Background: an optimization exercise with open tools, aiming at small area, a short achievable clock period and few clock cycles per item. Do not read the settings as production practice. The RTL was checked by simulation tests, not by an equivalence proof against the original design.

==> inputs of v1 <==
## sstv_tone_alu
module sstv_tone_alu (
    input  wire        clk,
    input  wire        rst,
    input  wire        in_valid,
    output wire        in_ready,
    input  wire [1:0]  in_op,
    input  wire [31:0] in_a,
    input  wire [37:0] in_b,
    output wire        out_valid,
    input  wire        out_ready,
    output wire [31:0] out_res,
    output wire [37:0] out_n
);
clock: 18.0 ns
lec_check: 0
cap_margin: 20
core_margin: 2
core_utilization: 60
cts_buf_list: sky130_fd_sc_hd__clkbuf_4 sky130_fd_sc_hd__clkbuf_8
place_density: 0.75
slew_margin: 20
standard.sh (not shown) runs the stock make flow with config.mk's settings and CLKGATE_MAP_FILE= SYNTH_SCRIPT=/design/flow/synth_recipe.tcl, a recipe that flattens the netlist after the stock synthesis.
==> flow/flow/run.sh <==
#!/bin/bash
# Standard layout, with one netlist clean-up between synthesis and floorplan:
# flow/fapol.py picks the polarity of each full-adder cell so that fewer
# inverters sit between full adders (a full adder is self-dual).  Registers
# and every other cell are left as the standard synthesis made them.
set -euo pipefail
R=orfs/results/${FLOW_PLATFORM}/sstv_tone_alu/base
bash standard.sh synth > synth.log 2>&1
cp "$R/1_2_yosys.v" "$R/1_2_yosys.std.v"
python3 flow/fapol.py "$R/1_2_yosys.std.v" "$R/1_2_yosys.v" > fapol.log 2>&1
rm -f "$R/1_synth.odb" "$R/1_synth.sdc"
bash standard.sh > layout.log 2>&1
Other scripts of this flow, unchanged in this note and not shown: flow/flow/fapol.py
==> inputs of v13, as changes to v1 <==
==> flow/flow/run.sh (replaced) <==
#!/bin/bash
# Standard layout, with two changes:
# - between synthesis and floorplan, flow/fapol.py picks the polarity of each
#   full-adder cell so that fewer inverters sit between full adders (a full
#   adder is self-dual); registers and every other cell are left as the
#   standard synthesis made them;
# - timing repair aims for 11.5 ns of setup slack at the design's 18 ns clock
#   (the constraints themselves are unchanged);
# - the port buffers are plain buffers (sky130_fd_sc_hd__buf_1) instead of
#   delay buffers.
set -euo pipefail
R=orfs/results/${FLOW_PLATFORM}/sstv_tone_alu/base
bash standard.sh synth > synth.log 2>&1
cp "$R/1_2_yosys.v" "$R/1_2_yosys.std.v"
python3 flow/fapol.py "$R/1_2_yosys.std.v" "$R/1_2_yosys.v" > fapol.log 2>&1
rm -f "$R/1_synth.odb" "$R/1_synth.sdc"
export SETUP_SLACK_MARGIN=11.5
export BUFFER_PORTS_ARGS="-buffer_cell sky130_fd_sc_hd__buf_1"
bash standard.sh > layout.log 2>&1
==> inputs of v3, as changes to v1 <==
==> flow/flow/run.sh (replaced) <==
#!/bin/bash
# Standard layout, with two changes:
# - between synthesis and floorplan, flow/fapol.py picks the polarity of each
#   full-adder cell so that fewer inverters sit between full adders (a full
#   adder is self-dual); registers and every other cell are left as the
#   standard synthesis made them;
# - the port buffers are plain buffers (sky130_fd_sc_hd__buf_1) instead of
#   delay buffers.
set -euo pipefail
R=orfs/results/${FLOW_PLATFORM}/sstv_tone_alu/base
bash standard.sh synth > synth.log 2>&1
cp "$R/1_2_yosys.v" "$R/1_2_yosys.std.v"
python3 flow/fapol.py "$R/1_2_yosys.std.v" "$R/1_2_yosys.v" > fapol.log 2>&1
rm -f "$R/1_synth.odb" "$R/1_synth.sdc"
export BUFFER_PORTS_ARGS="-buffer_cell sky130_fd_sc_hd__buf_1"
bash standard.sh > layout.log 2>&1
==> comparison table <==
quantity                                                                          v3               v13                 v1
Outcome                                                               finished clean    finished clean     finished clean
Number of antenna violations at the first check in global routing                  5                 2                 12
Global routing usage on met2                                                   62.4%             60.5%              68.8%
Met1 usage in global routing                                                   49.5%             49.8%              54.0%
Overall Global Routing Usage                                                   39.9%             39.4%              44.4%
Post-layout net count                                                          4,393             4,407              4,400
Total via count in the routed design                                          29,779            29,920             31,319
Met3 wirelength from detailed routing                                      15,200 µm         15,200 µm          18,400 µm
Pre-CTS setup slack                                                         11.59 ns          11.61 ns           11.49 ns
Sum of met2 wire segment lengths after detailed routing                    62,800 µm         60,800 µm          69,200 µm
Via count of the first global-routing pass                                    30,484            30,334             32,608
Routed metal-1 wire length                                                 49,800 µm         49,200 µm          53,100 µm
R2R Path End                                                       b_q[25]$_DFFE_PN_  q3[27]$_DFFE_PN_  b_q[25]$_DFFE_PN_
Crit. Startpoint                                                   a_q[31]$_DFFE_PP_  m2[33]$_DFFE_PN_  a_q[31]$_DFFE_PP_
Worst reg-to-reg path cell count                                                  24                17                 24
Final weighted congestion of routability-driven global placement                1.05              1.06               1.06
Fraction of area in registers                                                  33.3%             33.4%              32.8%
Testbench counts of v1, summed over its fixed seeds: cycles 5,768, items 4,312.
Testbench counts of v13, summed over its fixed seeds: cycles 5,768, items 4,312.
Testbench counts of v3, summed over its fixed seeds: cycles 5,768, items 4,312.

## re-timing with driven ports
The flow's constraints put no driver on any port. The routed layouts listed below were extracted and timed again, unchanged, in two steps. Step 1: set_driving_cell puts a clkbuf_16 on clk and a buf_2 on each other input, an assumption about the parent block. Step 2 also shifts input and output timing later by t, the mid clock arrival at the registers, as if the neighbouring blocks saw the same clock. Three values: no drivers, after step 1, after step 2; two values: the first two.
| run | shift t [ns] | slack for setup (ns) | hold WS [ns] | worst data-port slew with drivers (ns) |
|---|---|---|---|---|
| v1 | 0.795 | 11.384 / 11.384 / 11.384 | 0.386 / 0.386 / 0.386 | 0.05 |
| v13 | 0.781 | 11.690 / 11.690 / 11.690 | 0.382 / 0.382 / 0.382 | 0.06 |
| v3 | 0.786 | 11.513 / 11.513 / 11.513 | 0.403 / 0.403 / 0.403 | 0.05 |
After both steps setup and hold are still met in every run listed.
